Source: an optimization exercise on an open RTL-to-GDS flow (aim: small area, a short achievable clock period and few clock cycles). Production flows keep margins and buffers that such runs may drop. At most, simulation tests tie the RTL to the original design; equivalence was not proved. Only the layout flow was run in runs 1 to 4; the RTL was not checked for function there. Power and IR drop assume default switching activity.

`flow/run.sh`:
```
#!/bin/bash
set -euo pipefail
bash standard.sh SETUP_SLACK_MARGIN=7 finish > standard.log 2>&1
```
`standard.sh`:
```
#!/bin/bash
# synth_recipe.tcl (not shown) runs the flow's synth.tcl, then flattens the netlist and writes it again
# the make line also repeats each setting of config.mk as NAME=value (left out here)
make -C /OpenROAD-flow-scripts/flow DESIGN_CONFIG=/design/flow/config.mk WORK_HOME=/design/flow/orfs CLKGATE_MAP_FILE= SYNTH_SCRIPT=/design/flow/synth_recipe.tcl "${@:-finish}"
```
`config.mk`:
```
export PLATFORM = sky130hd
export DESIGN_NAME = sm1_codec
export DESIGN_NICKNAME = sm1_codec
export VERILOG_FILES = /design/flow/design.v
export SDC_FILE = /design/flow/constraint.sdc
export NUM_CORES = 4
export LEC_CHECK = 0
export CAP_MARGIN = 20
export CORE_MARGIN = 2
export CORE_UTILIZATION = 40
export SLEW_MARGIN = 20
```
`constraint.sdc`:
```
create_clock -name core_clock -period 10.0 [get_ports {clk}]
set_input_delay 2.0000 -clock core_clock [delete_from_list [all_inputs] [get_ports {clk}]]
set_output_delay 2.0000 -clock core_clock [all_outputs]
set_load 0.01 [all_outputs]
```
`design.v`:
```
module sm1_frame_decode (
    input  wire [7:0]  f1, f2, f3, f4, f5, f6, f7,
    input  wire [1:0]  rt,        
    input  wire        ch,
    input  wire        ver,
    input  wire [2:0]  k,
    output reg  [31:0] w
);
    wire [15:0] r23 = {f2, f3};
    wire [15:0] r45 = {f4, f5};
    wire [15:0] r67 = {f6, f7};
    always @(*) begin
        w = 32'd0;
        case (rt)
        2'd1: case (k)
            3'd0:    w = {4'h1, ch, ver, f1[1:0], f1, r23};
            3'd1:    w = ver ? {16'd0, r23} : {{16{r23[15]}}, r23};
            default: w = {24'd0, f4};
            endcase
        2'd2: case (k)
            3'd0:    w = {4'h2, ch, ver, f1[0], 1'b0, f1, r23};
            3'd1:    w = ver ? {{17{~r23[15]}}, r23[14:0]} : {{16{r23[15]}}, r23};
            default: w = {24'd0, f4};
            endcase
        default: case (k)
            3'd0:    w = {4'h3, ch, ver, ver, (ver ? f1[2:1] : 2'd0), f1[0], 14'd0, f1};
            3'd1:    w = {{16{r23[15]}}, r23};
            3'd2:    w = {{16{r45[15]}}, r45};
            3'd3:    w = ver ? {{17{~r67[15]}}, r67[14:0]} : {{24{f6[7]}}, f6};
            default: w = ver ? {16'd0, r67} : {24'd0, f6};
            endcase
        endcase
    end
endmodule
module sm1_frame_encode (
    input  wire [31:0] x,         
    input  wire        wide,      
    output wire        fits,
    input  wire [7:0]  f1, f2, f3, f4, f5, f6, f7, cks,
    input  wire        ver,
    input  wire [1:0]  k,         
    output reg  [31:0] w
);
    assign fits = wide ? ((x[31:15] == 17'h00000) || (x[31:15] == 17'h1FFFF))
                       : ((x[31:7]  == 25'h0000000) || (x[31:7]  == 25'h1FFFFFF));
    always @(*) begin
        case (k)
            2'd1:    w = {8'h02, f1, f2, f3};
            2'd2:    w = ver ? {f4, f5, f6, f7} : {f4, f5, f6, cks};
            default: w = ver ? {cks, 8'h03, 16'd0} : {8'h03, 24'd0};
        endcase
    end
endmodule
module sm1_codec (
    input  wire        clk,
    input  wire        rst,           
    input  wire        cmd_valid,
    output wire        cmd_ready,
    input  wire [31:0] cmd_data,
    input  wire        cmd_last,
    input  wire [31:0] ts_in,         
    output wire        rsp_valid,
    input  wire        rsp_ready,
    output wire [31:0] rsp_data,
    output wire        rsp_last
);
    localparam G_DEC = 2'd0, G_STATS = 2'd1, G_FRAME = 2'd2;
    reg        cfg_ver, cfg_cken, cfg_rxdir;
    reg        lt7, lt9, lt10;        
    reg [63:0] s0, s1;                
    reg [3:0]  len0, len1;
    reg [7:0]  wsum0, wsum1;
    reg [31:0] ok0, ok1, ckf0, ckf1, mal0, mal1, lts0, lts1;
    reg        seen0, seen1;
    reg        cv, cc;                
    reg        c_feed, c_dec, c_enc, c_rsta, c_rsts, c_rdst, c_wrcfg, c_rdcfg, c_badop;
    reg        c_mid, c_resx;         
    reg        c_ch, c_b26, c_b25;
    reg [7:0]  c_lo;
    reg        c_b02, c_b03;          
    reg [31:0] c_ts;
    reg [6:0]  c_cnt;                 
    reg        c_badlen;
    reg [63:0] opr;                   
    reg        fl1, fl2, fl3, fl4;    
    reg [7:0]  osa, osr;              
    reg        gbusy;
    reg [2:0]  gk;                    
    reg [4:0]  grem;                  
    reg        ex_r;                  
    reg [1:0]  gtype, x_rt;
    reg        x_ch, x_ver, x_opr;
    reg [31:0] w0r;
    reg        q0v, q1v, q0l, q1l;
    reg [31:0] q0d, q1d;
    reg        pend_v;                
    reg        rdy;
    assign cmd_ready = rdy;
    assign rsp_valid = q0v;
    assign rsp_data  = q0d;
    assign rsp_last  = q0l;
    function [7:0] add8(input [7:0] a, input [7:0] b);
        reg [7:0] g, p, gg, pp, g2, p2;
        integer i;
        begin
            g = a & b; p = a ^ b;
            gg = g; pp = p;
            for (i = 1; i < 8; i = i + 1) begin
                g2[i] = gg[i] | (pp[i] & gg[i-1]); p2[i] = pp[i] & pp[i-1];
            end
            g2[0] = gg[0]; p2[0] = pp[0];
            gg = g2; pp = p2;
            for (i = 2; i < 8; i = i + 1) begin
                g2[i] = gg[i] | (pp[i] & gg[i-2]); p2[i] = pp[i] & pp[i-2];
            end
            gg = g2; pp = p2;
            for (i = 4; i < 8; i = i + 1) begin
                g2[i] = gg[i] | (pp[i] & gg[i-4]); p2[i] = pp[i] & pp[i-4];
            end
            gg = g2;
            add8 = p ^ {gg[6:0], 1'b0};
        end
    endfunction
    function [15:0] csa(input [7:0] a, input [7:0] b, input [7:0] c);
        reg [7:0] t;
        begin
            t = (a & b) | (a & c) | (b & c);
            csa = {t[6:0], 1'b0, a ^ b ^ c};
        end
    endfunction
    function sum_is(input [7:0] a, input [7:0] b, input [7:0] c);
        reg [7:0] cy;
        begin
            cy = (a & b) | ((a ^ b) & ~c);
            sum_is = ((a ^ b ^ c) == {cy[6:0], 1'b0});
        end
    endfunction
    function [31:0] sat_inc(input [31:0] x);
        reg [31:0] a, b;
        integer i, d;
        begin
            a = x;                        
            for (d = 1; d < 32; d = d * 2) begin
                b = a;
                for (i = d; i < 32; i = i + 1) b[i] = a[i] & a[i-d];
                a = b;
            end
            sat_inc = (x ^ {a[30:0], 1'b1}) | {32{a[31]}};
        end
    endfunction
    wire gpush  = gbusy && !q1v;
    wire g_last = grem[0];
    wire pop    = q0v && rsp_ready;
    wire c_opr  = c_dec || c_enc;
    reg  sclr;                                  
    wire exec   = ex_r;
    wire direct = exec && !gbusy && !q1v;       
    wire push   = gpush || direct;
    wire       is_hdr   = !cv || cc;
    wire       ld_hdr   = rdy && is_hdr;      
    wire       ld_opd   = rdy && !is_hdr;
    wire       take     = cmd_valid && rdy;
    wire       take_hdr = take && is_hdr;
    wire       take_opd = take && !is_hdr;
    wire [3:0] i_op     = cmd_data[31:28];
    reg  [11:0] i_mask;               
    always @(*) begin
        case (i_op)
            4'h1:                   i_mask = 12'h700;
            4'h2:                   i_mask = 12'h900;
            4'h3:                   i_mask = 12'hDF8;
            4'h4, 4'h5, 4'h6, 4'h7: i_mask = 12'h7FF;
            4'h8:                   i_mask = 12'hFF8;
            4'h9:                   i_mask = 12'hFFF;
            default:                i_mask = 12'h000;
        endcase
    end
    wire [7:0] ln0 = cmd_data[31:24], ln1 = cmd_data[23:16],
               ln2 = cmd_data[15:8],  ln3 = cmd_data[7:0];
    wire       i_fits;
    wire [7:0] b1 = c_b25 ? {5'd0, c_lo[2:1], c_lo[0]} : {7'd0, c_lo[0]};
    wire [23:0] fve = c_opr ? opr[23:0] : (c_ch ? s1[23:0] : s0[23:0]);
    wire [7:0]  e1 = fve[7:0],   e2 = fve[15:8],  e3 = fve[23:16];
    wire [63:0] fvg = x_opr ? opr : (x_ch ? s1 : s0);
    wire [7:0]  g1 = fvg[7:0],   g2 = fvg[15:8],  g3 = fvg[23:16], g4 = fvg[31:24],
                g5 = fvg[39:32], g6 = fvg[47:40], g7 = fvg[55:48];
    wire       c_res   = c_mid || c_resx;
    wire       illegal = c_badop || c_res || c_badlen;
    wire [3:0] ill_why = c_badop ? 4'd1 : (c_res ? 4'd2 : 4'd3);
    wire       e_ver = c_dec ? c_b25 : cfg_ver;
    wire       e_dir = c_dec ? c_b26 : cfg_rxdir;
    wire       e_ch  = c_dec ? 1'b0 : c_ch;
    wire       e_n9  = c_dec ? c_b26 : !lt7;
    wire       e_n10 = c_dec ? (c_b26 & c_b25) : lt10;
    wire [7:0]  top0 = ({8{lt7}} & s0[39:32]) | ({8{lt9}} & s0[55:48]) | ({8{lt10}} & s0[63:56]);
    wire [7:0]  top1 = ({8{lt7}} & s1[39:32]) | ({8{lt9}} & s1[55:48]) | ({8{lt10}} & s1[63:56]);
    wire [7:0] d_cks  = e_n10 ? opr[63:56] : (e_n9 ? opr[55:48] : opr[39:32]);
    wire [7:0] cks_rx = c_dec ? d_cks : (c_ch ? top1 : top0);
    wire [7:0] osa4   = add8(osa, opr[31:24]);
    wire [7:0] csum   = c_dec ? (c_b26 ? osr : osa4) : (c_ch ? wsum1 : wsum0);
    wire       ck0    = cfg_cken && (wsum0 != top0);
    wire       ck1    = cfg_cken && (wsum1 != top1);
    wire       ckd    = c_b26 ? (osr != d_cks) : !sum_is(osa, opr[31:24], opr[39:32]);
    wire       ckbad  = c_dec ? (cfg_cken && ckd) : (c_ch ? ck1 : ck0);
    wire [1:0] rec_rt = e_dir ? 2'd3 : ((e1[7:3] == 5'd0) ? 2'd1 : 2'd2);
    wire [3:0] lrx  = {lt9 | lt10, lt7, lt7 | lt10, lt7 | lt9};
    wire       ate0 = lt7 ? (len0 == 4'd6) : (lt9 ? (len0 == 4'd8) : (len0 == 4'd9));
    wire       ate1 = lt7 ? (len1 == 4'd6) : (lt9 ? (len1 == 4'd8) : (len1 == 4'd9));
    wire       at_end = c_ch ? ate1 : ate0;
    wire       f_done = at_end && c_b03;      
    wire       f_mal  = at_end && !c_b03;     
    function [3:0] feed_len(input [63:0] sb, input [3:0] ln, input ate);
        reg [3:0] m7, m9, m10;
        integer k;
        begin
            m7 = c_b02 ? 4'd1 : 4'd0;
            for (k = 5; k >= 1; k = k - 1) if (sb[8*(k-1) +: 8] == 8'h02) m7 = 7 - k;
            m9 = c_b02 ? 4'd1 : 4'd0;
            for (k = 7; k >= 1; k = k - 1) if (sb[8*(k-1) +: 8] == 8'h02) m9 = 9 - k;
            m10 = c_b02 ? 4'd1 : 4'd0;
            for (k = 8; k >= 1; k = k - 1) if (sb[8*(k-1) +: 8] == 8'h02) m10 = 10 - k;
            if (ate)
                feed_len = c_b03 ? 4'd0 : (lt7 ? m7 : (lt9 ? m9 : m10));
            else if (ln == 4'd0)
                feed_len = c_b02 ? 4'd1 : 4'd0;
            else
                feed_len = ln + 4'd1;
        end
    endfunction
    wire [3:0] flen0 = feed_len(s0, len0, ate0);
    wire [3:0] flen1 = feed_len(s1, len1, ate1);
    wire [7:0] d_lexp   = !c_b26 ? 8'd7 : (c_b25 ? 8'd10 : 8'd9);
    wire       d_lenbad = (c_lo != d_lexp);
    wire       d_stx    = fl1;
    wire       d_etx    = e_n10 ? fl4 : (e_n9 ? fl3 : fl2);
    wire [1:0] mode  = c_lo[2:1];
    wire [3:0] field = ((!c_b25 && mode != 2'd0) || (c_b25 && mode == 2'd3)) ? 4'd1 :
                       fl1 ? 4'd2 : fl2 ? 4'd3 : fl3 ? 4'd4 : 4'd0;
    wire [31:0] rec_w0;
    sm1_frame_decode u_dec0 (
        .f1(e1), .f2(e2), .f3(e3), .f4(8'd0), .f5(8'd0), .f6(8'd0), .f7(8'd0),
        .rt(rec_rt), .ch(e_ch), .ver(e_ver), .k(3'd0), .w(rec_w0)
    );
    reg [31:0] x_w;
    reg        x3, x4, x5;            
    reg [1:0]  x_gt;
    always @(*) begin
        x_w  = 32'd0;
        x3 = 1'b0; x4 = 1'b0; x5 = 1'b0;
        x_gt = G_DEC;
        if (illegal) begin
            x_w = {4'hF, 24'd0, ill_why};
        end else if (c_feed) begin
            if (f_done) begin
                if (ckbad) x_w = {4'h4, c_ch, cfg_ver, cfg_rxdir, 9'd0, csum, cks_rx};
                else begin
                    x_w = rec_w0;
                    x5 = cfg_rxdir; x3 = !cfg_rxdir;
                end
            end else if (f_mal) begin
                x_w = {4'h5, c_ch, cfg_ver, cfg_rxdir, 9'd0, 4'd0, lrx, 2'd0, 1'b0, 1'b1, 4'd2};
            end
        end else if (c_dec) begin
            if (d_lenbad)
                x_w = {4'h5, 1'b0, c_b25, c_b26, 9'd0, c_lo, 4'd0, 4'd1};
            else if (d_stx || d_etx)
                x_w = {4'h5, 1'b0, c_b25, c_b26, 9'd0, c_lo, 2'd0, d_stx, d_etx, 4'd2};
            else if (ckbad)
                x_w = {4'h4, 1'b0, c_b25, c_b26, 9'd0, csum, cks_rx};
            else begin
                x_w = rec_w0;
                x5 = c_b26; x3 = !c_b26;
            end
        end else if (c_enc) begin
            if (field != 4'd0) x_w = {4'h7, 24'd0, field};
            else begin
                x_w  = {4'h6, 20'd0, (c_b25 ? 8'd10 : 8'd9)};
                x4 = 1'b1;
                x_gt = G_FRAME;
            end
        end else if (c_rdst) begin
            x_w  = c_ch ? {4'h8, 1'b1, seen1, 22'd0, len1}
                        : {4'h8, 1'b0, seen0, 22'd0, len0};
            x5 = 1'b1;
            x_gt = G_STATS;
        end else if (c_rdcfg) begin
            x_w = {4'h9, 25'd0, cfg_rxdir, cfg_cken, cfg_ver};
        end
    end
    wire [31:0] dec_w;
    sm1_frame_decode u_dec (
        .f1(g1), .f2(g2), .f3(g3), .f4(g4), .f5(g5), .f6(g6), .f7(g7),
        .rt(x_rt), .ch(x_ch), .ver(x_ver), .k(gk), .w(dec_w)
    );
    wire [31:0] enc_w;
    sm1_frame_encode u_enc (
        .x(cmd_data), .wide(!(c_cnt == 7'd2 && !c_b25)), .fits(i_fits),
        .f1(g1), .f2(g2), .f3(g3), .f4(g4), .f5(g5), .f6(g6), .f7(g7), .cks(osr),
        .ver(x_ver), .k(gk[1:0]), .w(enc_w)
    );
    reg [7:0]  csel;                  
    wire [31:0] cm = ({32{csel[0]}} & ok0) | ({32{csel[1]}} & ckf0) |
                     ({32{csel[2]}} & mal0) | ({32{csel[3]}} & lts0) |
                     ({32{csel[4]}} & ok1) | ({32{csel[5]}} & ckf1) |
                     ({32{csel[6]}} & mal1) | ({32{csel[7]}} & lts1);
    wire [31:0] cinc = sat_inc(cm);
    wire [31:0] g_w = (gk == 3'd0) ? w0r :
                      (gtype == G_STATS) ? cm : ((gtype == G_FRAME) ? enc_w : dec_w);
    wire [31:0] p_w = direct ? x_w : g_w;
    wire        x1  = !(x3 || x4 || x5);
    wire        p_l = direct ? x1 : g_last;
    wire       cv_n    = take_hdr ? 1'b1 : (exec ? 1'b0 : cv);
    wire       cc_n    = take_hdr ? cmd_last : (cc || (take_opd && cmd_last));
    wire       gbusy_n = exec ? !(direct && x1) : ((gpush && g_last) ? 1'b0 : gbusy);
    wire [2:0] gk_n    = exec ? {2'd0, direct} : (gpush ? gk + 3'd1 : gk);
    wire [4:0] grem_n  = exec ? (direct ? {1'b0, x5, x4, x3, 1'b0} : {x5, x4, x3, 1'b0, x1})
                              : (gpush ? {1'b0, grem[4:1]} : grem);
    wire       x_opr_n = exec ? c_opr : x_opr;
    wire       q1v_n   = q1v ? !pop : (q0v && push && !pop);
    wire       q0v_n   = q1v ? 1'b1 : (push || (q0v && !pop));
    wire       single  = illegal || c_rsta || c_rsts || c_wrcfg || c_rdcfg || (c_feed && !f_done) ||
                         (c_enc && field != 4'd0) || (c_dec && (d_lenbad || d_stx || d_etx));
    wire       gfree_n = exec ? (single && (direct || !q1v_n))
                              : (!gbusy_n || (!q1v_n && (gpush ? grem[1] : grem[0])));
    wire       cdec_n  = ld_hdr ? (i_op == 4'h2) : c_dec;
    wire       cb26_n  = ld_hdr ? cmd_data[26] : c_b26;
    wire       sched_n = cc_n && gfree_n && !(exec && c_wrcfg);
    wire       ex_n    = cv_n && sched_n;
    wire       rdy_n   = !cv_n || sched_n || (!cc_n && !(gbusy_n && x_opr_n));
    wire legal    = exec && !illegal;
    wire do_feed  = legal && c_feed;
    wire do_rstst = legal && c_rsts;
    wire do_rstas = legal && c_rsta;
    wire do_wrcfg = legal && c_wrcfg;
    wire cfg_chg  = (c_lo[0] != cfg_ver) || (c_lo[2] != cfg_rxdir);
    function [63:0] shift_in(input [63:0] sb);
        shift_in = {c_lo, (lt9 ? c_lo : sb[63:56]), sb[55:48], (lt7 ? c_lo : sb[47:40]), sb[39:8]};
    endfunction
    wire [15:0] wc0  = csa(wsum0, top0, ~s0[7:0]);
    wire [15:0] wc1  = csa(wsum1, top1, ~s1[7:0]);
    wire [7:0]  wsh0 = add8(wc0[7:0], {wc0[15:9], 1'b1});
    wire [7:0]  wsh1 = add8(wc1[7:0], {wc1[15:9], 1'b1});
    reg        o_n9, o_n10;
    wire       oj_n  = gbusy_n && (exec ? (x_gt == G_FRAME) : (gtype == G_FRAME));
    wire       xv_n  = exec ? (c_enc ? c_b25 : e_ver) : x_ver;
    wire       cenc_n = ld_hdr ? (i_op == 4'h3) : c_enc;
    wire       cb25_n = ld_hdr ? cmd_data[25] : c_b25;
    wire       od_n  = cenc_n || (cdec_n && cb26_n);
    wire [15:0] oca  = csa(opr[7:0], opr[15:8], opr[23:16]);
    wire [15:0] ocb  = csa(osa, opr[31:24], o_n9 ? opr[39:32] : 8'd0);
    wire [15:0] ocb2 = csa(ocb[7:0], ocb[15:8], o_n9 ? opr[47:40] : 8'd0);
    wire [15:0] ocb3 = csa(ocb2[7:0], ocb2[15:8], o_n10 ? opr[55:48] : 8'd0);
    always @(posedge clk) begin
        if (rst) begin
            cv <= 1'b0; cc <= 1'b0;
            gbusy <= 1'b0;
            q0v <= 1'b0; q1v <= 1'b0;
            pend_v <= 1'b0;
            rdy <= 1'b1;
            ex_r <= 1'b0;
            x_opr <= 1'b0;
            sclr  <= 1'b1;
            c_dec <= 1'b0; c_enc <= 1'b0;
        end else begin
            cv <= cv_n; cc <= cc_n;
            gbusy <= gbusy_n;
            q0v <= q0v_n; q1v <= q1v_n;
            pend_v <= do_feed && (f_done || f_mal);
            rdy <= rdy_n;
            ex_r <= ex_n;
            x_opr <= x_opr_n;
            sclr  <= do_wrcfg && cfg_chg;
            if (ld_hdr) begin
                c_dec <= (i_op == 4'h2);
                c_enc <= (i_op == 4'h3);
            end
        end
    end
    always @(posedge clk) begin
        osa <= add8(oca[7:0], oca[15:8]);
        osr <= add8(ocb3[7:0], ocb3[15:8]);
        o_n9  <= oj_n || od_n;
        o_n10 <= oj_n ? xv_n : (cb25_n && od_n);
        if (ld_hdr) begin
            c_feed   <= (i_op == 4'h1);
            c_rsta   <= (i_op == 4'h4) || (i_op == 4'h6);
            c_rsts   <= (i_op == 4'h5) || (i_op == 4'h6);
            c_rdst   <= (i_op == 4'h7);
            c_wrcfg  <= (i_op == 4'h8);
            c_rdcfg  <= (i_op == 4'h9);
            c_badop  <= (i_op == 4'h0) || (i_op >= 4'hA);
            c_mid    <= (cmd_data[23:8] != 16'd0);
            c_ch     <= cmd_data[27];
            c_b26    <= cmd_data[26];
            c_b25    <= cmd_data[25];
            c_resx   <= ({cmd_data[27:24], cmd_data[7:0]} & i_mask) != 12'd0;
            c_lo     <= cmd_data[7:0];
            c_b02    <= (cmd_data[7:0] == 8'h02);
            c_b03    <= (cmd_data[7:0] == 8'h03);
            c_ts     <= ts_in;
            c_cnt    <= 7'd0;
            c_badlen <= (i_op == 4'h3) || (i_op == 4'h2 && cmd_data[7:0] != 8'd0);
        end else if (take_opd) begin
            if (c_cnt != 7'd127) c_cnt <= c_cnt + 7'd1;
            if (c_enc)      c_badlen <= (c_cnt != 7'd2);
            else if (c_dec) c_badlen <= (c_cnt + 7'd1 != {1'b0, c_lo[7:2]} + {6'd0, (c_lo[1:0] != 2'd0)});
            else            c_badlen <= 1'b1;
        end
        if (ld_opd) begin
            case (c_cnt)
            7'd0: begin
                opr[7:0]   <= c_enc ? b1 : ln1;
                opr[15:8]  <= ln2;
                opr[23:16] <= ln3;
                fl1 <= c_enc ? !i_fits : (ln0 != 8'h02);
            end
            7'd1: begin
                opr[31:24] <= c_enc ? ln2 : ln0;
                opr[39:32] <= c_enc ? ln3 : ln1;
                opr[47:40] <= ln2;
                opr[55:48] <= ln3;
                fl2 <= c_enc ? !i_fits : (ln2 != 8'h03);
            end
            7'd2: begin
                if (c_enc) begin
                    opr[47:40] <= c_b25 ? (ln2 ^ 8'h80) : ln3;
                    opr[55:48] <= ln3;
                end
                opr[63:56] <= ln0;
                fl3 <= c_enc ? !i_fits : (ln0 != 8'h03);
                fl4 <= (ln1 != 8'h03);
            end
            default: ;
            endcase
        end
    end
    always @(posedge clk) begin
        if (q1v) begin
            if (pop) begin q0d <= q1d; q0l <= q1l; end
        end else if (push && (!q0v || pop)) begin
            q0d <= p_w; q0l <= p_l;
        end else if (push) begin
            q1d <= p_w; q1l <= p_l;
        end
        gk    <= gk_n;
        grem  <= grem_n;
        if (exec) begin
            w0r   <= x_w;
            gtype <= x_gt;
            x_rt  <= rec_rt;
            x_ch  <= e_ch;
            x_ver <= c_enc ? c_b25 : e_ver;
        end
    end
    always @(posedge clk) begin
        if (rst) begin
            cfg_ver   <= 1'b1;
            cfg_cken  <= 1'b1;
            cfg_rxdir <= 1'b0;
            lt7 <= 1'b1; lt9 <= 1'b0; lt10 <= 1'b0;
            len0 <= 4'd0;  len1 <= 4'd0;
            ok0  <= 32'd0; ok1  <= 32'd0;
            ckf0 <= 32'd0; ckf1 <= 32'd0;
            mal0 <= 32'd0; mal1 <= 32'd0;
            lts0 <= 32'd0; lts1 <= 32'd0;
            seen0 <= 1'b0; seen1 <= 1'b0;
        end else begin
            if (pend_v) begin
                if (csel[0]) ok0  <= cinc;
                if (csel[1]) ckf0 <= cinc;
                if (csel[2]) mal0 <= cinc;
                if (csel[4]) ok1  <= cinc;
                if (csel[5]) ckf1 <= cinc;
                if (csel[6]) mal1 <= cinc;
            end
            if (do_feed) begin
                if (c_ch) len1 <= flen1; else len0 <= flen0;
                if (f_done) begin
                    if (c_ch) begin lts1 <= c_ts; seen1 <= 1'b1; end
                    else      begin lts0 <= c_ts; seen0 <= 1'b1; end
                end
            end
            if (do_rstas) begin
                if (c_ch) len1 <= 4'd0; else len0 <= 4'd0;
            end
            if (do_rstst) begin
                if (c_ch) begin
                    ok1 <= 32'd0; ckf1 <= 32'd0; mal1 <= 32'd0;
                    lts1 <= 32'd0; seen1 <= 1'b0;
                end else begin
                    ok0 <= 32'd0; ckf0 <= 32'd0; mal0 <= 32'd0;
                    lts0 <= 32'd0; seen0 <= 1'b0;
                end
            end
            if (do_wrcfg) begin
                if (cfg_chg) begin len0 <= 4'd0; len1 <= 4'd0; end
                cfg_ver   <= c_lo[0];
                cfg_cken  <= c_lo[1];
                cfg_rxdir <= c_lo[2];
                lt7  <= !c_lo[2];
                lt9  <= c_lo[2] && !c_lo[0];
                lt10 <= c_lo[2] && c_lo[0];
            end
        end
        if (sclr) begin
            s0 <= 64'd0; s1 <= 64'd0; wsum0 <= 8'd0; wsum1 <= 8'd0;
        end else if (do_feed && !f_done) begin
            if (c_ch) begin s1 <= shift_in(s1); wsum1 <= wsh1; end
            else      begin s0 <= shift_in(s0); wsum0 <= wsh0; end
        end
        if (do_feed && (f_done || f_mal))
            csel <= 8'd1 << {c_ch, (f_mal ? 2'd2 : (ckbad ? 2'd1 : 2'd0))};
        else
            csel <= 8'd1 << {(exec ? e_ch : x_ch), gk_n[1:0] - 2'd1};
    end
endmodule
```
==> results of run 1 <==
[placed cells by master, fill, tap and decap left out, types with 18 or more instances in the layout]
master and instances:
nand3_1 53, ha_1 53, mux2i_1 111, o211ai_1 29, buf_4 233, nor4_1 25
o31ai_1 18, xnor2_1 64, inv_1 110, dfxtp_1 442, clkdlybuf4s50_1 40, clkinv_2 19
buf_12 34, mux2_2 35, fa_1 45, edfxtp_1 228, nand2_1 657, nor2_1 340
a22oi_1 174, nand4_1 49, a21oi_1 362, a21oi_2 40, and2_1 22, a211oi_1 155
nor3_1 25, dfxtp_4 18, buf_6 63, a21o_1 21, o21ai_0 228, clkbuf_16 83
xor2_1 33, nor2_2 34, buf_2 33
[timing repair]
item	4_1_cts	5_1_grt
hold buffers	0	0
pin swaps	91	163
buffers inserted	141	114
resized for setup	446	329
setup endpoints to repair	621	604
cloned	26	3
[worst paths after layout]
path | from | end | slack, ps | depth (start not counted)
setup / recovery | lt10 | q0d[0] | 6420 | 15
hold reg to reg | ok1[28] | ok1[28] | 450 | 2
setup reg to reg | lt10 | q0d[0] | 6420 | 15
hold / removal | ok1[28] | ok1[28] | 450 | 2
[routing by layer]
layer / GRT usage, % / vias to the layer above / share of wire [%]
li1: - / 15760 / -
met1: 40.73 / 17060 / 39
met2: 48.74 / 1934 / 44
met3: 5.724 / 537 / 8.8
met4: 19.82 / 0 / 7.9
met5: 0 / - / 0
[layout make-up]
| cell class | count | area, µm² |
|---|---|---|
| Fill cell | 8445 | 44570 |
| Multi-Input combinational cell | 3109 | 21470 |
| Inverter | 125 | 485.5 |
| Sequential cell | 696 | 16290 |
| Timing Repair Buffer | 457 | 4753 |
| Clock buffer | 108 | 2228 |
| Tap cell | 1186 | 1484 |
| Clock inverter | 35 | 381.6 |
[per-stage QoR]
step	total power, µW	instances	worst slack, ps	utilization, %
floorplan	3948	4234	6576	-
global placement	4351	5288	5447	42.72
detailed placement	4369	5288	5399	42.72
CTS	7530	5598	6563	48.74
global route	7908	5716	6399	51.38
finish	7695	5716	6416	51.38
[critical path, stage by stage, from the launching register on]
cell and delay, ps:
dfxtp_4 400, buf_6 150, a222oi_1 320, buf_4 220
inv_4 40, buf_6 110, ha_4 210, nor4b_4 380
nand3_4 220, a21oi_4 220, buf_12 150, buf_6 110
o21ai_4 60, a31o_4 270, a21bo_4 220, mux2_4 250
[synth_stat cells (29+ instances only)]
cell and n:
o21ai_0 254, nand4_1 49, and2_1 31, ha_1 67, a21oi_1 406, fa_1 52
clkbuf_1 235, nor3_1 46, buf_2 33, o211ai_1 29, xnor2_1 70, nor2_1 386
mux2i_1 129, a211oi_1 167, mux2_2 48, dfxtp_1 468, a22oi_1 185, inv_1 120
nand2_1 681, nor4_1 36, nand3_1 61, edfxtp_1 228, xor2_1 33
[power by group]
part / leakage (µW) / switching [µW] / internal [µW] / total, µW
Combinational: 0.00965 / 889 / 676 / 1570
Sequential: 0.00592 / 141 / 3030 / 3170
Clock: 0.00129 / 1250 / 1700 / 2960
Total: 0.0169 / 2280 / 5410 / 7690
[cells by family (layout without fill, tap and decap cells)]
kind of cell	after synthesis	after routing	synth area share [%]
and+or+nand+nor	1425	1429	16.97
muxes	180	180	5.052
adders and majority gates	123	124	5.180
DFF	696	696	43.76
AOI/OAI and AO/OA	1272	1273	21.93
xor gates and xnor gates	103	103	2.435
buffers and inverters	435	725	4.674
==> summary.txt, run 1 <==
- PortBufs: 103
- Post-route cell area: 47090 µm²
- Ys flop type: dfxtp_1
- CTS tree: yes
- Core area: 91660 µm²
- DRT Pass-1 Iters: 6
- IO Pins: 104
- Placed Area: 39160 µm²
- Regs by FF count: opr x64, s0 x64, s1 x64
- Syn Inst Count: 4234
- EDFF count, synth: 228
- Gr ovfl total: 0
- Htree depth: 3
- DR iter-0 viols: 4967
- Pins Over Slew Limit: 0
- Sequential-to-total area share from yosys stat: 43.76%
- Final setup fails: 0
- N_diodes: 0
- Critical path arrival: 4010 ps
- LEAKAGE: 0.01685 µW
- Area growth, synth to finish: 27.10%
- Crit end category: flop
- Via density: 6.173
- Status: complete, no violations
- First-pass GRT wire length: 221700 µm
- Actual slew at the worst max-slew pin: 1191 ps
- Total wire length: 157200 µm
- Max_cap viols: 0
- Root Buffer Master: clkbuf_16
- Reg clk slew, reported paths: 60 ps
- Share of layout cells above drive strength 1: 21.52%
- Clock skew: 34.68 ps
- GP Congestion: 1.043
- Die H: 308.4 µm
- Asr flop ratio synth: 0%
- Max_slew headroom: 19.75%
- Mapped Area: 37050 µm²
- Num CTS Buffers: 77
- Pin count of the biggest net entering global routing: 90
- Die span in x: 308.4 µm
- WP data required: 10420 ps
- Initial antenna violation count: 0
- Die area: 95080 µm²
- DR DRC count: 0
- Synth Area per Inst: 8.751 µm²
- Max Fclk: 279.0 MHz
- Ranking of synthesized cells by area: dfxtp_1, edfxtp_1, nand2_1, a21oi_1, nor2_1
- Tightest Hold Check Type: flop to flop
- Layout net count: 4654
- Syn_nets: 4422
- RSZ-0062 raised after global routing: true
- WHS: 454.9 ps
- Post-DP HPWL: 100300 µm
- CP Class: flop to flop
- Final setup TNS: 0 ps
- Avg WL per Cell: 27.49 µm
- Max rail drop VDD: 0.2077 mV
- Dominant cell type by area after synthesis: dfxtp_1
- Post-synth top area share: 25.29%
- Initial core utilization: 40.42%
- Gr usage total: 31.53%
- Flops & latches, synth: 696
- Final Hold Fails: 0
- Sink Count: 696
- CTS max path bufs: 3
- Power per Cell Area: 163.4 nW/µm²
- Worst-Skew Late Latency: 670 ps
- Post-route minimum period: 3584 ps
- Antenna Violating Nets Remaining: 0
- Vias: 35280
- Synth Warn #: 3
- Row Count: 111
- Final Cycle Share: 35.84%
- Vias in the first global route: 32480
- Max FO, Critical Path: 6
- Startpoint Class: flop
- Synth unique cells: 100
==> run 2: changes to the inputs <==
==> flow/run.sh (replaced) <==
#!/bin/bash
set -euo pipefail
bash standard.sh SETUP_SLACK_MARGIN=6 finish > standard.log 2>&1
==> summary.txt, run 2 <==
- Antenna Violating Nets Remaining: 0
- Root Buffer Master: clkbuf_16
- Slowest-stage cell, CP: a211oi_1
- Worst reg2reg setup slack: 6080 ps
- EDFF count, synth: 228
- CTS max path bufs: 3
- Row Count: 111
- Hold Startpoint: lts1[14]
- Die area: 95080 µm²
- Synth Area per Inst: 8.751 µm²
- Share of layout cells above drive strength 1: 8.874%
- Sequential-to-total area share from yosys stat: 43.76%
- Final Cycle Share: 39.25%
- Area growth, synth to finish: 13.77%
- Critical path arrival: 4330 ps
- Synth cell count leaders: nand2_1, dfxtp_1, a21oi_1, nor2_1, o21ai_0
- DR DRC count: 0
- Status: complete, no violations
- Asr flop ratio synth: 0%
- Area occupied by multi-input gates: 19350 µm²
- Die span in x: 308.4 µm
- Sequential Area: 16240 µm²
- Synth Warn #: 3
- LEAKAGE: 0.01467 µW
- Slowest stage delay, CP: 590 ps
- Syn_nets: 4422
- Regs by FF count: opr x64, s0 x64, s1 x64
- Sink Count: 696
- CP Buf/Inv Count: 2
- Gr usage total: 30.00%
- RSZ-0062 raised after global routing: true
- Clock power share: 40.9%
- Reg clk slew, reported paths: 60 ps
- Final setup fails: 0
- Ranking of synthesized cells by area: dfxtp_1, edfxtp_1, nand2_1, a21oi_1, nor2_1
- CTS tree: yes
- Comb power frac: 15.9%
- Mapped Area: 37050 µm²
- Clock skew: 36.03 ps
- Placement Setup Slack: 5055 ps
- Hold depth: 2
- R2R Path Start: gk[2]
- Syn Inst Count: 4234
- Tightest Hold Check Type: flop to flop
- Post-synth top area share: 25.29%
- PortBufs: 103
- Num CTS Buffers: 81
- Initial core utilization: 40.42%
- Internal power: 5227 µW
- Synth unique cells: 100
- Startpoint Class: flop
- DRT Pass-1 Iters: 8
- Flops & latches, synth: 696
- Post-route setup slack: 6075 ps
- Core area: 91660 µm²
- Total wire length: 145500 µm
- CP Class: flop to flop
- Max rail drop VDD: 0.1362 mV
- Hold path endpoint: lts1[14]
- Vias in the first global route: 30850
- First-pass GRT wire length: 211800 µm
- Die H: 308.4 µm
- Layout Utilization: 45.99%
- Max Fclk: 254.8 MHz
- Actual slew at the worst max-slew pin: 1121 ps
- Post-route minimum period: 3925 ps
- CP top delay family: compound AO/OA/AOI/OAI gates
- Post-route cell area: 42160 µm²
- R2r worst-path depth: 11
- Final setup TNS: 0 ps
- Placed Area: 38930 µm²
- Max_slew headroom: 24.50%
- Power per Cell Area: 175.8 nW/µm²
- Htree depth: 3
- Most frequent cells in the layout: nand2_1, dfxtp_1, a21oi_1
- Pin count of the biggest net entering global routing: 93
- WP data required: 10410 ps
- Initial antenna violation count: 3
- Dominant cell type by area after synthesis: dfxtp_1
- Count leader, synth: nand2_1
- DR iter-0 viols: 4531
- Via density: 6.132
- IO Pins: 104
- Fillers: 8991
- Max_cap viols: 0
- Commonest non-fill, non-tap cell in the layout: nand2_1
- Sequential power share: 43.2%
- NetSw: 2185 µW
- GP Congestion: 1.046
- Net Sw Frac: 29.48%
- Final Hold Fails: 0
- CP cell instances: buf_4 > clkinv_1 > ha_1 > o21ai_0 > a21oi_1 > a211oi_1 > a21o_1 > o31ai_1 > o221ai_1 > o21ai_0 > mux2_2
- Worst-Skew Late Latency: 680 ps
- Worst path most repeated cell: o21ai_0
- Post-CTS Hold Fix Bufs: 0
- Layout net count: 4403
- Vias: 33530
- Max FO, Critical Path: 23
- Avg WL per Cell: 26.60 µm
- Pins Over Slew Limit: 0
- Gr ovfl total: 0
- Ys flop type: dfxtp_1
- Reg2Reg Capture Point: q0d[5]
- Post-DP HPWL: 101900 µm
- Crit end category: flop
-- run 2: cell counts after synthesis --
No cell type changed its count.
-- run 2: power by group through the flow --
stage / registers, µW / logic [µW] / clock network [µW]
4_1_cts: 3200 / 1120 / 3070
3_5_place_dp: 3260 / 1100 / 0
6_report: 3200 / 1180 / 3030
3_3_place_gp: 3270 / 1090 / 0
2_1_floorplan: 3150 / 768 / 0
5_1_grt: 3200 / 1280 / 3180
-- run 2: cell families after synthesis --
family	count (synthesis)	share of synthesized area [%]
fa+ha+maj	123	5.180
flops	696	43.76
mux	180	5.052
compound gates	1272	21.93
xor+xnor	103	2.435
simple gates	1425	16.97
buf+inv	435	4.674
-- run 2: worst reg2reg max path, cell delays in order, from the launching register on --
cell	delay, ps
dfxtp_1	300
buf_4	290
clkinv_1	420
ha_1	460
o21ai_0	560
a21oi_1	90
a211oi_1	590
a21o_1	210
o31ai_1	60
o221ai_1	180
o21ai_0	200
mux2_2	310
-- run 2: what timing repair did --
item,4_1_cts,5_1_grt
gates resized for setup,26,31
pin swaps,9,4
buffers inserted,15,18
endpoints found under the hold margin,0,0
cloned,0,0
endpoints found under the setup margin,209,220
-- run 2: final cells by class --
| cell class | instances | area share, % |
|---|---|---|
| Sequential cell | 696 | 38.52 |
| Clock buffer | 114 | 5.429 |
| Antenna cell | 1 | 0.005936 |
| Clock inverter | 36 | 0.9498 |
| Multi-Input combinational cell | 3103 | 45.91 |
| Tap cell | 1186 | 3.520 |
| Inverter | 125 | 1.122 |
| Timing Repair Buffer | 208 | 4.541 |
-- run 2: through the flow --
| stage | total power [µW] | hold slack, ps | cells |
|---|---|---|---|
| finish | 7412 | 456.2 | 5469 |
| global route | 7651 | 473.2 | 5468 |
| CTS | 7398 | 455.1 | 5448 |
| detailed placement | 4364 | 447.2 | 5283 |
| global placement | 4353 | 442.8 | 5283 |
| floorplan | 3920 | 432.9 | 4234 |
-- run 2: how the worst max path moves through the flow --
stage | startpoint | end | slack [ps] | cells past startpoint
global route | csel[6] | ok1[26] | 5920 | 12
floorplan | rsp_ready | q1d[0] | 6080 | 2
global placement | x_ch | q0d[30] | 5050 | 12
CTS | c_ch | q0d[25] | 6010 | 11
detailed placement | x_ch | q0d[21] | 5050 | 13
finish | gk[2] | q0d[5] | 6080 | 11
-- run 2: routing by layer --
layer / global-route usage [%] / vias to the layer above / share of wire [%]
met3: 6.542 / 347 / 10
met5: 0 / - / 0.016
met1: 41.69 / 16130 / 42
li1: - / 15210 / -
met4: 14.96 / 4 / 5.6
met2: 43.79 / 1847 / 42
==> run 3: changes to the inputs <==
--- a/design.v
+++ b/design.v
@@ -453,6 +453,8 @@
         end
     end
+    reg rst_r;
+    always @(posedge clk) rst_r <= rst;
     always @(posedge clk) begin
-        if (rst) begin
+        if (rst_r) begin
             cfg_ver   <= 1'b1;
             cfg_cken  <= 1'b1;
==> flow/run.sh (replaced) <==
#!/bin/bash
set -euo pipefail
bash standard.sh SETUP_SLACK_MARGIN=6.5 finish > standard.log 2>&1
==> summary.txt, run 3 <==
- Post-route minimum period: 3520 ps
- Pin count of the biggest net entering global routing: 90
- Synth cell count leaders: nand2_1, dfxtp_1, a21oi_1, nor2_1, o21ai_0
- Worst-Skew Late Latency: 670 ps
- Commonest non-fill, non-tap cell in the layout: nand2_1
- Reg clk slew, reported paths: 60 ps
- WP data required: 10530 ps
- Vias: 34220
- Critical path arrival: 4050 ps
- Comb power frac: 17.3%
- Synth Area per Inst: 8.737 µm²
- Synth Warn #: 3
- Post-CTS Hold Fix Bufs: 0
- Layout net count: 4455
- Final setup TNS: 0 ps
- Final setup fails: 0
- Startpoint Class: flop
- Syn_nets: 4425
- Die span in x: 308.2 µm
- LEAKAGE: 0.01544 µW
- Via density: 6.202
- Syn Inst Count: 4237
- Total wire length: 151500 µm
- DRT Pass-1 Iters: 8
- Clock skew: 30.48 ps
- Count leader, synth: nand2_1
- Gr usage total: 31.27%
- Largest family of logic cells by synthesized area: compound AO/OA/AOI/OAI gates
- Placed Area: 38950 µm²
- Core area: 91660 µm²
- Final Cycle Share: 35.20%
- Slowest stage delay, CP: 480 ps
- Vias in the first global route: 31930
- Row Count: 111
- Area growth, synth to finish: 16.33%
- Asr flop ratio synth: 0%
- Post-route cell area: 43060 µm²
- First-pass GRT wire length: 220100 µm
- IO Pins: 104
- Share of layout cells above drive strength 1: 11.13%
- Gr ovfl total: 0
- Initial core utilization: 40.39%
- Status: complete, no violations
- DR DRC count: 0
- Simple-gate share of the synthesized area: 16.17%
- Slowest-stage cell, CP: a222oi_1
- Max rail drop VDD: 0.1232 mV
- Max FO, Critical Path: 11
- CTS tree: yes
- Mapped Area: 37020 µm²
- Sequential power share: 42.5%
- Ranking of synthesized cells by area: dfxtp_1, edfxtp_1, nand2_1, a21oi_1, o21ai_0
- Avg WL per Cell: 27.46 µm
- Final Hold Fails: 0
- Synth Area in XOR/XNOR: 2.484%
- Actual slew at the worst max-slew pin: 1212 ps
- Net Sw Frac: 29.46%
- NetSw: 2207 µW
- Power per Cell Area: 174.0 nW/µm²
- GP Congestion: 1.025
- CTS max path bufs: 3
- CP cell instances: a222oi_1 > inv_1 > ha_1 > nor4_4 > nand3_1 > nor2_2 > a41oi_2 > nand3_4 > buf_4 > a21oi_4 > nand3_2 > o311ai_2 > o221a_2
- Crit end category: flop
- Num CTS Buffers: 77
- Final Power: 7493 µW
- Dominant cell type by area after synthesis: dfxtp_1
- Adder-Cell Fraction of Synth Area: 5.131%
- Max_slew headroom: 16.90%
- Max_cap viols: 0
- Flops & latches, synth: 697
- Synth unique cells: 107
- DR iter-0 viols: 4136
- Tightest Hold Check Type: flop to flop
- Post-route setup slack: 6480 ps
- Sink Count: 697
- Clock power share: 40.1%
- EDFF count, synth: 228
- Most frequent cells in the layout: nand2_1, dfxtp_1, a21oi_1
- Root Buffer Master: clkbuf_16
- Initial antenna violation count: 2
- RSZ-0062 raised after global routing: true
- Sequential-to-total area share from yosys stat: 43.86%
- Pins Over Slew Limit: 0
- Regs by FF count: opr x64, s0 x64, s1 x64
- CP Class: flop to flop
- Htree depth: 3
- Internal power: 5286 µW
- PortBufs: 103
- Die H: 308.2 µm
- Placement Setup Slack: 5486 ps
- Post-DP HPWL: 103900 µm
- Ys flop type: dfxtp_1
- Antenna Violating Nets Remaining: 0
- Post-synthesis mux area share: 4.725%
- Die area: 95000 µm²
- Max Fclk: 284.1 MHz
- Complex-gate fraction of the synthesized area: 22.91%
- Post-synth top area share: 25.36%
## run 3: changes by cell type after synthesis, moves of 8 or more
cell,delta
a211oi_1,-84
a21oi_1,+46
a221oi_1,+12
a31oi_1,+37
buf_2,+17
mux2_2,-10
nand2_1,-41
nand3_1,-18
nor2_1,-39
nor3_1,-8
o21ai_0,+87
o22ai_1,+9
## run 3: critical path, delay by kind of cell (launching register included)
family	cells	cell delay, ps
flops	1	410
compound gates	5	1640
buf+inv	2	380
fa+ha+maj	1	360
simple gates	5	570
## run 3: through the flow
step	utilization [%]	hold slack, ps	instances
after floorplan	-	433.9	4237
after global placement	42.49	442.5	5288
after detailed placement	42.49	446.9	5288
after CTS	46.10	456.8	5471
after global routing	46.98	474.7	5516
final	46.98	454.4	5518
## run 3: metal layers
layer | routed length [µm] | GRT usage [%] | part of all wire, %
met4 | 10090 | 17.72 | 6.7
met3 | 13190 | 5.820 | 8.7
met1 | 60560 | 40.75 | 40
met5 | 0 | 0 | 0
met2 | 67690 | 48.69 | 45
## run 3: area by class of cell
cell class                 instances  area [µm²]
antenna                            2       5.005
clock buffer                     111        2207
clock inverter                    31       444.2
fill                            8882       48600
inverter                         123       467.9
multi-input combinational       3109       19710
sequential                       697       16270
tap                             1186        1484
timing repair buffer             259        2475
## run 3: worst paths after layout
| path | start | end | slack (ps) | cells past startpoint |
|---|---|---|---|---|
| setup / recovery | lt10 | q0d[9] | 6480 | 13 |
| setup reg to reg | lt10 | q0d[9] | 6480 | 13 |
| hold reg to reg | lts1[28] | lts1[28] | 450 | 2 |
| hold / removal | lts1[28] | lts1[28] | 450 | 2 |
## run 3: kinds of logic after synthesis
family / count (synthesis)
flip-flops: 697
multiplexers: 169
AND/OR/NAND/NOR: 1339
buffers and inverters: 436
adder cells (fa/ha/maj): 121
XOR/XNOR: 105
AO/OA/AOI/OAI: 1370
## run 3: repair_timing
item | 4_1_cts | 5_1_grt
setup endpoints to repair | 418 | 171
setup buffers | 36 | 40
pin swaps | 16 | 39
hold endpoints to repair | 0 | 0
gates cloned | 5 | 2
resized for setup | 116 | 97
## run 3: power by group through the flow
stage          Clock, µW  Sequential (µW)  Combinational, µW
5_1_grt             3150             3190               1400
2_1_floorplan          0             3160                809
3_3_place_gp           0             3270               1150
4_1_cts             3050             3180               1230
3_5_place_dp           0             3270               1150
6_report            3010             3190               1300
==> run 4: changes to the inputs <==
--- a/design.v
+++ b/design.v
@@ -70,5 +70,7 @@
     reg [63:0] s0, s1;                
     reg [3:0]  len0, len1;
+    reg        ate0, ate1;            
     reg [7:0]  wsum0, wsum1;
+    reg        weq0, weq1;            
     reg [31:0] ok0, ok1, ckf0, ckf1, mal0, mal1, lts0, lts1;
     reg        seen0, seen1;
@@ -199,12 +201,10 @@
     wire [7:0] osa4   = add8(osa, opr[31:24]);
     wire [7:0] csum   = c_dec ? (c_b26 ? osr : osa4) : (c_ch ? wsum1 : wsum0);
-    wire       ck0    = cfg_cken && (wsum0 != top0);
-    wire       ck1    = cfg_cken && (wsum1 != top1);
+    wire       ck0    = cfg_cken && !weq0;
+    wire       ck1    = cfg_cken && !weq1;
     wire       ckd    = c_b26 ? (osr != d_cks) : !sum_is(osa, opr[31:24], opr[39:32]);
     wire       ckbad  = c_dec ? (cfg_cken && ckd) : (c_ch ? ck1 : ck0);
     wire [1:0] rec_rt = e_dir ? 2'd3 : ((e1[7:3] == 5'd0) ? 2'd1 : 2'd2);
     wire [3:0] lrx  = {lt9 | lt10, lt7, lt7 | lt10, lt7 | lt9};
-    wire       ate0 = lt7 ? (len0 == 4'd6) : (lt9 ? (len0 == 4'd8) : (len0 == 4'd9));
-    wire       ate1 = lt7 ? (len1 == 4'd6) : (lt9 ? (len1 == 4'd8) : (len1 == 4'd9));
     wire       at_end = c_ch ? ate1 : ate0;
     wire       f_done = at_end && c_b03;      
@@ -455,4 +455,16 @@
     reg rst_r;
     always @(posedge clk) rst_r <= rst;
+    wire       lclr   = rst_r || (do_wrcfg && cfg_chg);
+    wire [3:0] len0_n = (lclr || (do_rstas && !c_ch)) ? 4'd0 : ((do_feed && !c_ch) ? flen0 : len0);
+    wire [3:0] len1_n = (lclr || (do_rstas &&  c_ch)) ? 4'd0 : ((do_feed &&  c_ch) ? flen1 : len1);
+    wire       lt7_n  = rst_r ? 1'b1 : (do_wrcfg ? !c_lo[2] : lt7);
+    wire       lt9_n  = rst_r ? 1'b0 : (do_wrcfg ? (c_lo[2] && !c_lo[0]) : lt9);
+    wire       lt10_n = rst_r ? 1'b0 : (do_wrcfg ? (c_lo[2] && c_lo[0]) : lt10);
+    always @(posedge clk) begin
+        len0 <= len0_n; len1 <= len1_n;
+        lt7 <= lt7_n; lt9 <= lt9_n; lt10 <= lt10_n;
+        ate0 <= (lt7_n && len0_n == 4'd6) || (lt9_n && len0_n == 4'd8) || (lt10_n && len0_n == 4'd9);
+        ate1 <= (lt7_n && len1_n == 4'd6) || (lt9_n && len1_n == 4'd8) || (lt10_n && len1_n == 4'd9);
+    end
     always @(posedge clk) begin
         if (rst_r) begin
@@ -460,6 +472,4 @@
             cfg_cken  <= 1'b1;
             cfg_rxdir <= 1'b0;
-            lt7 <= 1'b1; lt9 <= 1'b0; lt10 <= 1'b0;
-            len0 <= 4'd0;  len1 <= 4'd0;
             ok0  <= 32'd0; ok1  <= 32'd0;
             ckf0 <= 32'd0; ckf1 <= 32'd0;
@@ -477,5 +487,4 @@
             end
             if (do_feed) begin
-                if (c_ch) len1 <= flen1; else len0 <= flen0;
                 if (f_done) begin
                     if (c_ch) begin lts1 <= c_ts; seen1 <= 1'b1; end
@@ -483,7 +492,4 @@
                 end
             end
-            if (do_rstas) begin
-                if (c_ch) len1 <= 4'd0; else len0 <= 4'd0;
-            end
             if (do_rstst) begin
                 if (c_ch) begin
@@ -496,18 +502,15 @@
             end
             if (do_wrcfg) begin
-                if (cfg_chg) begin len0 <= 4'd0; len1 <= 4'd0; end
                 cfg_ver   <= c_lo[0];
                 cfg_cken  <= c_lo[1];
                 cfg_rxdir <= c_lo[2];
-                lt7  <= !c_lo[2];
-                lt9  <= c_lo[2] && !c_lo[0];
-                lt10 <= c_lo[2] && c_lo[0];
             end
         end
         if (sclr) begin
             s0 <= 64'd0; s1 <= 64'd0; wsum0 <= 8'd0; wsum1 <= 8'd0;
+            weq0 <= 1'b1; weq1 <= 1'b1;
         end else if (do_feed && !f_done) begin
-            if (c_ch) begin s1 <= shift_in(s1); wsum1 <= wsh1; end
-            else      begin s0 <= shift_in(s0); wsum0 <= wsh0; end
+            if (c_ch) begin s1 <= shift_in(s1); wsum1 <= wsh1; weq1 <= (wsh1 == c_lo); end
+            else      begin s0 <= shift_in(s0); wsum0 <= wsh0; weq0 <= (wsh0 == c_lo); end
         end
         if (do_feed && (f_done || f_mal))
==> summary.txt, run 4 <==
- Slowest-stage cell, CP: nor2_1
- Final Hold Fails: 0
- Mapped Area: 37360 µm²
- Critical path arrival: 4040 ps
- Gr ovfl total: 0
- Hold Startpoint: lts1[22]
- Final Cycle Share: 35.56%
- Max_cap viols: 0
- Area growth, synth to finish: 15.31%
- Crit end category: flop
- Max rail drop VDD: 0.1536 mV
- Sequential-to-total area share from yosys stat: 43.67%
- Ys flop type: dfxtp_1
- Hold depth: 2
- Num CTS Buffers: 79
- CTS tree: yes
- LEAKAGE: 0.01510 µW
- PortBufs: 103
- Flops & latches, synth: 701
- Reg2Reg Capture Point: q0d[0]
- Clock skew: 17.93 ps
- Pins Over Slew Limit: 0
- Tightest Hold Check Type: flop to flop
- Die span in x: 309.6 µm
- CP top delay family: simple AND/OR/NAND/NOR gates
- Gr usage total: 29.55%
- Synth Area per Inst: 8.926 µm²
- Slowest stage delay, CP: 920 ps
- Startpoint Class: flop
- CTS max path bufs: 3
- Fillers: 8914
- Most frequent cells in the layout: nand2_1, dfxtp_1, nor2_1
- R2r worst-path depth: 7
- Asr flop ratio synth: 0%
- RSZ-0062 raised after global routing: true
- Post-DP HPWL: 99100 µm
- R2R Path Start: gtype[0]
- Sink Count: 701
- Max_slew headroom: 13.66%
- Pin count of the biggest net entering global routing: 92
- Via density: 6.070
- Post-route minimum period: 3556 ps
- Share of layout cells above drive strength 1: 10.85%
- Synth unique cells: 103
- Initial antenna violation count: 9
- CP Buf/Inv Count: 2
- Post-synth top area share: 25.34%
- CP cell instances: inv_1 > nor2_1 > buf_4 > nand2_1 > o32ai_1 > a2111oi_2 > o31ai_1
- Reg clk slew, reported paths: 60 ps
- DR iter-0 viols: 4017
- Core area: 92910 µm²
- Syn_nets: 4360
- Synth Warn #: 3
- Avg WL per Cell: 26.33 µm
- Max FO, Critical Path: 13
- DRT Pass-1 Iters: 6
- Count leader, synth: nand2_1
- Layout Utilization: 46.37%
- Power per Cell Area: 175.1 nW/µm²
- Worst reg2reg setup slack: 6440 ps
- Post-CTS Hold Fix Bufs: 0
- CP Class: flop to flop
- Max Fclk: 281.2 MHz
- Die H: 309.6 µm
- Actual slew at the worst max-slew pin: 1282 ps
- Synth cell count leaders: nand2_1, dfxtp_1, nor2_1, a21oi_1, a211oi_1
- Placed Area: 39350 µm²
- Status: complete, no violations
- Post-route cell area: 43080 µm²
- Commonest non-fill, non-tap cell in the layout: nand2_1
- Ranking of synthesized cells by area: dfxtp_1, edfxtp_1, nand2_1, a211oi_1, nor2_1
- Hold path endpoint: lts1[22]
- Dominant cell type by area after synthesis: dfxtp_1
- First-pass GRT wire length: 211300 µm
- Initial core utilization: 40.21%
- Worst-Skew Late Latency: 650 ps
- DR DRC count: 0
- EDFF count, synth: 228
- GP Congestion: 1.066
- Regs by FF count: opr x64, s0 x64, s1 x64
- Layout net count: 4370
- Syn Inst Count: 4186
- Vias: 33470
- Root Buffer Master: clkbuf_16
- IO Pins: 104
- Htree depth: 3
- Final setup fails: 0
- Row Count: 112
- Final setup TNS: 0 ps
- WP data required: 10480 ps
- Die area: 95870 µm²
- Antenna Violating Nets Remaining: 0
- Total wire length: 145100 µm
- Vias in the first global route: 31240
-- run 4: layout make-up --
cell class / instances / area (µm²) / share of cell area (%)
inverter: 132 / 500.5 / 1.162
sequential: 701 / 16350 / 37.96
tap: 1254 / 1569 / 3.642
clock inverter: 21 / 150.1 / 0.3485
clock buffer: 122 / 2404 / 5.579
antenna: 1 / 2.502 / 0.005808
timing repair buffer: 241 / 2421 / 5.620
multi-input combinational: 3041 / 19680 / 45.68
-- run 4: stage by stage --
stage                     instances  setup slack [ps]  power (µW)  hold WS (ps)
after CTS                      5469              6501        7494         455.7
after global routing           5512              6400        7789         468.1
after global placement         5301              5525        4572         442.4
after floorplan                4186              6487        4109         436.0
final                          5513              6444        7544         454.6
after detailed placement       5301              5589        4584         447.8
-- run 4: cell families after synthesis --
kind of cell / Yosys count / share of synthesized area (%)
and+or+nand+nor: 1415 / 17.01
AOI/OAI and AO/OA: 1212 / 21.92
DFF: 701 / 43.67
buffers and inverters: 445 / 4.769
muxes: 185 / 5.167
xor gates and xnor gates: 119 / 2.789
adders and majority gates: 109 / 4.668
-- run 4: power breakdown --
part / switching (µW) / internal (µW) / total [µW] / leakage [µW]
logic: 893 / 524 / 1420 / 0.00784
clock network: 1210 / 1680 / 2890 / 0.00128
registers: 163 / 3070 / 3240 / 0.00598
-- run 4: repair_timing --
| item | 4_1_cts | 5_1_grt |
|---|---|---|
| cloned | 2 | 6 |
| resized for setup | 120 | 70 |
| setup endpoints to repair | 495 | 285 |
| pin swaps | 7 | 30 |
| buffers inserted | 23 | 36 |
-- run 4: worst reg2reg max path: cells and delay by family, from the launching register on --
family / cells / cell delay [ps]
buffers and inverters: 2 / 630
AO/OA/AOI/OAI: 3 / 980
AND/OR/NAND/NOR: 2 / 1070
flip-flops: 1 / 700
-- run 4: metal layers --
layer | GRT usage, % | vias to the layer above | share of wire, %
met5 | 0 | - | 0.036
met4 | 17.46 | 8 | 6.8
met3 | 5.362 | 410 | 8.9
met2 | 45.41 | 1707 | 44
met1 | 38.83 | 16090 | 41
li1 | - | 15250 | -
-- run 4: worst max-delay path by stage --
stage,startpoint,end,slack (ps),cells past startpoint
2_1_floorplan,rsp_ready,q1d[0],6490,2
3_3_place_gp,c_dec,q0d[1],5520,10
3_5_place_dp,c_dec,q1d[1],5590,10
4_1_cts,q0d[3],rsp_data[3],6500,1
5_1_grt,lt10,weq1,6400,15
6_report,gtype[0],q0d[0],6440,7
==> run 5: changes to the inputs <==
--- a/design.v
+++ b/design.v
@@ -319,6 +319,7 @@
     wire       q1v_n   = q1v ? !pop : (q0v && push && !pop);
     wire       q0v_n   = q1v ? 1'b1 : (push || (q0v && !pop));
-    wire       single  = illegal || c_rsta || c_rsts || c_wrcfg || c_rdcfg || (c_feed && !f_done) ||
-                         (c_enc && field != 4'd0) || (c_dec && (d_lenbad || d_stx || d_etx));
+    wire       single  = illegal || c_rsta || c_rsts || c_wrcfg || c_rdcfg ||
+                         (c_feed && (!f_done || ckbad)) || (c_enc && field != 4'd0) ||
+                         (c_dec && (d_lenbad || d_stx || d_etx || ckbad));
     wire       gfree_n = exec ? (single && (direct || !q1v_n))
                               : (!gbusy_n || (!q1v_n && (gpush ? grem[1] : grem[0])));
==> flow/run.sh (replaced) <==
#!/bin/bash
set -euo pipefail
bash standard.sh SETUP_SLACK_MARGIN=6.25 finish > standard.log 2>&1
==> summary.txt, run 5 <==
- Asr flop ratio synth: 0%
- Clock power share: 41.7%
- Internal power: 5234 µW
- Hold depth: 2
- Max_slew headroom: 27.67%
- CP Buf/Inv Count: 2
- Critical path arrival: 4150 ps
- Initial antenna violation count: 3
- Sequential power share: 43.9%
- IO Pins: 104
- Count leader, synth: nand2_1
- Htree depth: 3
- Fillers: 9091
- Post-DP HPWL: 106000 µm
- Syn_nets: 4473
- Synth Area per Inst: 8.754 µm²
- Post-route minimum period: 3724 ps
- Pins Over Slew Limit: 0
- CTS tree: yes
- Avg WL per Cell: 27.05 µm
- Max rail drop VDD: 0.1337 mV
- Gr usage total: 30.24%
- Antenna Violating Nets Remaining: 0
- Ranking of synthesized cells by area: dfxtp_1, edfxtp_1, nand2_1, a21oi_1, o21ai_0
- Final Cycle Share: 37.24%
- Total wire length: 151300 µm
- CP cell instances: clkbuf_8 > inv_6 > mux2i_2 > o21ai_0 > a222oi_1 > a21oi_1 > or3_1 > o211ai_1 > a2bb2oi_1 > mux2_2
- Clock skew: 33.41 ps
- Regs by FF count: opr x64, s0 x64, s1 x64
- Worst-Skew Late Latency: 680 ps
- Actual slew at the worst max-slew pin: 1075 ps
- Sequential-to-total area share from yosys stat: 43.35%
- Power per Cell Area: 170.3 nW/µm²
- Slowest-stage cell, CP: mux2i_2
- Die H: 310.7 µm
- Synth unique cells: 102
- RSZ-0062 raised after global routing: true
- Post-synth top area share: 25.16%
- Synth cell count leaders: nand2_1, dfxtp_1, a21oi_1, nor2_1, o21ai_0
- Reg clk slew, reported paths: 60 ps
- NetSw: 2059 µW
- Post-route insts no fill: 5591
- Core area: 93330 µm²
- Ys flop type: dfxtp_1
- Root Buffer Master: clkbuf_16
- PortBufs: 103
- M2 GR Usage: 47.41%
- Final setup fails: 0
- Tightest Hold Check Type: flop to flop
- Max FO, Critical Path: 71
- Max Fclk: 268.5 MHz
- CP top delay family: compound AO/OA/AOI/OAI gates
- R2r worst-path depth: 10
- Synth Warn #: 3
- Slowest stage delay, CP: 470 ps
- Area growth, synth to finish: 13.80%
- Max_cap viols: 0
- Vias in the first global route: 31740
- LEAKAGE: 0.01527 µW
- Flops & latches, synth: 701
- DRT Pass-1 Iters: 8
- Grt met1 use: 39.89%
- Layout net count: 4444
- Gr ovfl total: 0
- Crit end category: flop
- Row Count: 112
- GRT Max-Usage Layer: met2
- Final setup TNS: 0 ps
- Via density: 6.161
- GP Congestion: 1.021
- Vias: 34450
- Final Hold Fails: 0
- Die span in x: 310.7 µm
- Placement Setup Slack: 5211 ps
- First-pass GRT wire length: 219800 µm
- Dominant cell type by area after synthesis: dfxtp_1
- Share of layout cells above drive strength 1: 9.601%
- Met3 Resource Use GR: 5.499%
- CP Class: flop to flop
- DR iter-0 viols: 4226
- WHS: 451.5 ps
- Commonest non-fill, non-tap cell in the layout: nand2_1
- Mapped Area: 37630 µm²
- Status: complete, no violations
- WP data required: 10430 ps
- Die area: 96550 µm²
- Num CTS Buffers: 79
- Syn Inst Count: 4299
- DR DRC count: 0
- Sink Count: 701
- Net Sw Frac: 28.24%
- Final Power: 7294 µW
- Placed cell count: 5414
- Most frequent cells in the layout: nand2_1, dfxtp_1, a21oi_1
- Initial core utilization: 40.32%
- Post-route setup slack: 6276 ps
- Comb power frac: 14.4%
- Cell count along the critical path: 10
- EDFF count, synth: 228
- Pin count of the biggest net entering global routing: 89
- Startpoint Class: flop
- CTS max path bufs: 3
[run 5: changes by cell type after synthesis, moves of 20 or more]
cell / before / now
a22o_1: 33 / 1
o21ai_0: 139 / 341
a21oi_1: 309 / 433
a22oi_1: 153 / 175
a31oi_1: 30 / 50
a211oi_1: 241 / 61
nor2_1: 436 / 343
[run 5: area by class of cell]
type | instances | area (µm²) | share of cell area (%)
sequential | 701 | 16350 | 38.17
clock inverter | 36 | 425.4 | 0.9933
inverter | 136 | 516.7 | 1.207
tap | 1254 | 1569 | 3.664
timing repair buffer | 207 | 1944 | 4.540
multi-input combinational | 3145 | 19730 | 46.08
clock buffer | 108 | 2280 | 5.323
antenna | 4 | 10.01 | 0.02337
[run 5: power by group through the flow]
stage,logic (µW),clock network (µW),registers [µW]
2_1_floorplan,708,0,3160
3_3_place_gp,980,0,3260
3_5_place_dp,993,0,3260
4_1_cts,1010,3080,3190
5_1_grt,1140,3190,3200
6_report,1050,3040,3200
[run 5: kinds of logic (layout without fill, tap and decap cells)]
group,count (synthesis),after routing,synth area share [%]
AOI/OAI and AO/OA,1383,1383,23.00
and+or+nand+nor,1351,1351,16.25
muxes,186,186,5.180
other,0,4,0
buffers and inverters,453,487,4.877
DFF,701,701,43.35
adders and majority gates,111,111,4.688
xor gates and xnor gates,114,114,2.653
[run 5: stage by stage]
step,utilization (%),instance area [µm²]
floorplan,-,37650
global route,45.88,42820
CTS,45.59,42550
global placement,42.42,39590
detailed placement,42.42,39590
finish,45.89,42830
[run 5: path summary, 6_finish.rpt]
kind / slack, ps / startpoint / end
worst min-delay path: 450 / lts1[8] / lts1[8]
worst min register to register: 450 / lts1[8] / lts1[8]
worst max-delay path: 6280 / x_opr / q0d[6]
worst max register to register: 6280 / x_opr / q0d[6]
[run 5: worst register-to-register path, delay by kind of cell (launching register included)]
family | cells | cell delay [ps]
buf+inv | 2 | 690
compound gates | 5 | 1300
mux | 2 | 770
flops | 1 | 310
simple gates | 1 | 420
[run 5: timing repair]
action                     4_1_cts  5_1_grt
buffers inserted                14       15
gates resized for setup         33       43
hold endpoints to repair         0        0
setup endpoints to repair      200      175
pin swaps                        3        8
hold buffers                     0        0
[run 5: layer usage]
metal / wire length, µm / part of all wire (%)
met1: 60980 / 40
met2: 67810 / 45
met3: 13320 / 8.8
met4: 9145 / 6.0
met5: 0 / 0
Testbench counts of run 5, summed over its fixed seeds: cycles 24,004.

-- what the ideal ports hide --
The results above use ideal ports. As a check the final layouts listed here were re-extracted and re-timed, cells and wires unchanged.
Step 1 (the two cells are an assumption about what drives the block):
set clk [get_ports {clk}]
set_driving_cell -lib_cell sky130_fd_sc_hd__clkbuf_16 $clk
set_driving_cell -lib_cell sky130_fd_sc_hd__buf_2 [delete_from_list [all_inputs] $clk]
Step 2 also shifts input and output timing later by t, the mid clock arrival at the registers, as if the neighbouring blocks saw the same clock.
Three values: ideal, step 1, step 2; two values: the first two.
run | t, ns | setup WS [ns] | pins driven straight from the clock port
run 1 | 0.728 | 6.416 / 6.416 / 6.377 | 1
run 2 | 0.736 | 6.075 / 6.075 / 5.636 | 1
run 3 | 0.722 | 6.480 / 6.480 / 5.819 | 1
run 4 | 0.718 | 6.444 / 6.444 / 5.962 | 1
run 5 | 0.733 | 6.276 / 6.276 / 5.867 | 1
After both steps every run listed still meets setup and hold. For run 3, which loses most, drivers alone change the setup slack by 0.000 ns; drivers and shift together by -0.661 ns.
